Context: an optimization exercise on an open-source flow, tuned for small area, a short achievable clock period and few clock cycles per item. The choices shown serve that exercise and are no tape-out recipe.
Function was checked by simulation only, so behaviour that the tests miss may differ from the original.
No activity file was given, so power comes from the tool's default toggle rates.

## 09-07
Design md5_core, start of the top module:
module md5_core (
    input  wire         clk,
    input  wire         rst,       
    input  wire         init,
    input  wire         start,
    input  wire [511:0] block,
    output wire         ready,
    output reg          done,
    output wire [127:0] digest
);
    localparam [31:0] IV_A = 32'h67452301,
                      IV_B = 32'hefcdab89,
                      IV_C = 32'h98badcfe,
                      IV_D = 32'h10325476;
    reg          rdy;       
    reg          busy;      
    reg          setup;     
    reg          fin;       
    reg          pend;      
    reg  [5:0]   t;         
    reg  [511:0] m;
    reg  [31:0]  b, c, d;
    reg  [31:0]  u, v;
    reg  [31:0]  pre;
    reg  [31:0]  h0, h1, h2, h3;
    reg  [1:0]   rsel;      
    reg  [1:0]   isel;      
    reg          s61, s62;  
    reg          last;      
    assign ready = rdy;
    wire take_start = rdy && start;
    wire take_init  = rdy && init;
    wire step_next  = busy && !last;    
    wire [31:0] x [0:15];
    genvar gj;
    generate
        for (gj = 0; gj < 16; gj = gj + 1) begin : g_x
            assign x[gj] = {m[511-8*(4*gj+3) -: 8], m[511-8*(4*gj+2) -: 8],
                            m[511-8*(4*gj+1) -: 8], m[511-8*(4*gj)   -: 8]};
        end
    endgenerate
  ...
==> flow/config.mk <==
export PLATFORM = sky130hd
export DESIGN_NAME = md5_core
export DESIGN_NICKNAME = md5_core
export VERILOG_FILES = /design/flow/design.v
export SDC_FILE = /design/flow/constraint.sdc
export NUM_CORES = 4
export LEC_CHECK = 0
export ABC_AREA = 1
export CAP_MARGIN = 20
export CORE_MARGIN = 2
export CORE_UTILIZATION = 55
export CTS_BUF_LIST = sky130_fd_sc_hd__clkbuf_8
export SLEW_MARGIN = 20
==> flow/constraint.sdc <==
create_clock -name core_clock -period 12.0 [get_ports {clk}]
set_input_delay 2.4000 -clock core_clock [delete_from_list [all_inputs] [get_ports {clk}]]
set_output_delay 2.4000 -clock core_clock [all_outputs]
set_load 0.01 [all_outputs]
standard.sh (not shown) runs the stock make flow with config.mk's settings and CLKGATE_MAP_FILE= SYNTH_SCRIPT=/design/flow/synth_recipe.tcl, a recipe that flattens the netlist after the stock synthesis.
==> flow/flow/run.sh <==
#!/bin/bash
set -euo pipefail
bash standard.sh "BUFFER_PORTS_ARGS=-buffer_cell sky130_fd_sc_hd__buf_1" \
    SETUP_SLACK_MARGIN=7 finish > standard_flow.log 2>&1
Testbench counts of 09-07, summed over its fixed seeds: cycles 66,640, items 1,024.
Setup changes, 09-07 to 07-06
- SETUP_SLACK_MARGIN: unset -> 5
- CORE_UTILIZATION: 55 -> 40
==> flow/run.sh (new file) <==
#!/bin/bash
# synth_recipe.tcl (not shown) runs the flow's synth.tcl, then flattens the netlist and writes it again
# the make line also repeats each setting of config.mk as NAME=value (left out here)
make -C /OpenROAD-flow-scripts/flow DESIGN_CONFIG=/design/flow/config.mk WORK_HOME=/design/flow/orfs CLKGATE_MAP_FILE= SYNTH_SCRIPT=/design/flow/synth_recipe.tcl finish
removed: flow/flow/run.sh
removed: flow/standard.sh
Findings:
- Cmp 07-06 and 09-07 / inserted tap cell count / higher: 07-06
- Area of all sequential standard cells is higher on 09-07
- Comparing 07-06 and 09-07, the lower y dimension of the die is on 09-07.
- 07-06 ended with less number of gates resized after cts than 09-07.
- Summary: with 09-07 as the reference, combinational power in 07-06 moved down by a little under 10%.
- Final area: 07-06 and 09-07 compared, higher one is 07-06
- Diff 09-07 -> 07-06: clock skew +0.040 ns; routed via count now smaller.
- | clock power share | lower: 09-07 |


== wip/ember ==
Starting RTL as in the previous note.
clock: 12.0 ns
lec_check: 0
abc_area: 1
cap_margin: 20
core_margin: 2
core_utilization: 55
cts_buf_list: sky130_fd_sc_hd__clkbuf_8
slew_margin: 20
==> flow/flow/run.sh <==
#!/bin/bash
set -euo pipefail
bash standard.sh "BUFFER_PORTS_ARGS=-buffer_cell sky130_fd_sc_hd__buf_1" \
    SETUP_SLACK_MARGIN=6.7 finish > standard_flow.log 2>&1
wip/ember completed end to end with timing, DRC and antenna clean.
Testbench counts of wip/ember, summed over its fixed seeds: cycles 66,640, items 1,024.
Edits applied to the flow inputs when going from wip/ember to wip/cedar:
- CORE_UTILIZATION: 55 -> 40
==> flow/flow/run.sh <==
#!/bin/bash
set -euo pipefail
bash standard.sh "BUFFER_PORTS_ARGS=-buffer_cell sky130_fd_sc_hd__buf_1" \
    SETUP_SLACK_MARGIN=7 finish > standard_flow.log 2>&1
==> comparison <==
wip/cedar completed; timing, DRC and antenna clean. Lower area of all placed cells without fillers goes to wip/ember over wip/cedar. wip/cedar — routed wire length about 6% higher, wip/ember as reference. First-pass GRT wire length delta for wip/cedar relative to wip/ember: 14 mm higher. wip/ember and wip/cedar ended up with nearly the same cell area after synthesis. Diff wip/ember..wip/cedar | buffer levels on the longest clock path | unchanged. The run showing the smaller delay of the slowest critical-path stage is wip/ember. wip/cedar vs wip/ember on layout overhead on the synthesized area: wip/cedar is the higher one.

-- what the ideal ports hide --
The results above use ideal ports. As a check the final layouts listed here were re-extracted and re-timed, cells and wires unchanged. Step 1 sets driving cells, clkbuf_16 on the clock port and buf_2 on the other inputs (assumed; they add their load-dependent delay and slew). Step 2 times the ports against the registers' clock, not the clock port: input delays grow and output delays shrink by t, the midpoint of the rising clock arrivals with the driver on. a / b / c = ideal ports / drivers / drivers and shift; a / b = the first two.
| run | shift t [ns] | slack for setup (ns) | clock arrival spread, ns |
|---|---|---|---|
| 09-07 | 0.893 | 7.110 / 7.110 / 7.110 | 0.061 / 0.060 |
| 07-06 | 0.966 | 5.708 / 5.708 / 5.708 | 0.095 / 0.095 |
| wip/ember | 0.890 | 6.793 / 6.793 / 6.793 | 0.043 / 0.044 |
| wip/cedar | 0.943 | 7.131 / 7.131 / 7.131 | 0.107 / 0.106 |
After both steps every run listed still meets setup and hold.
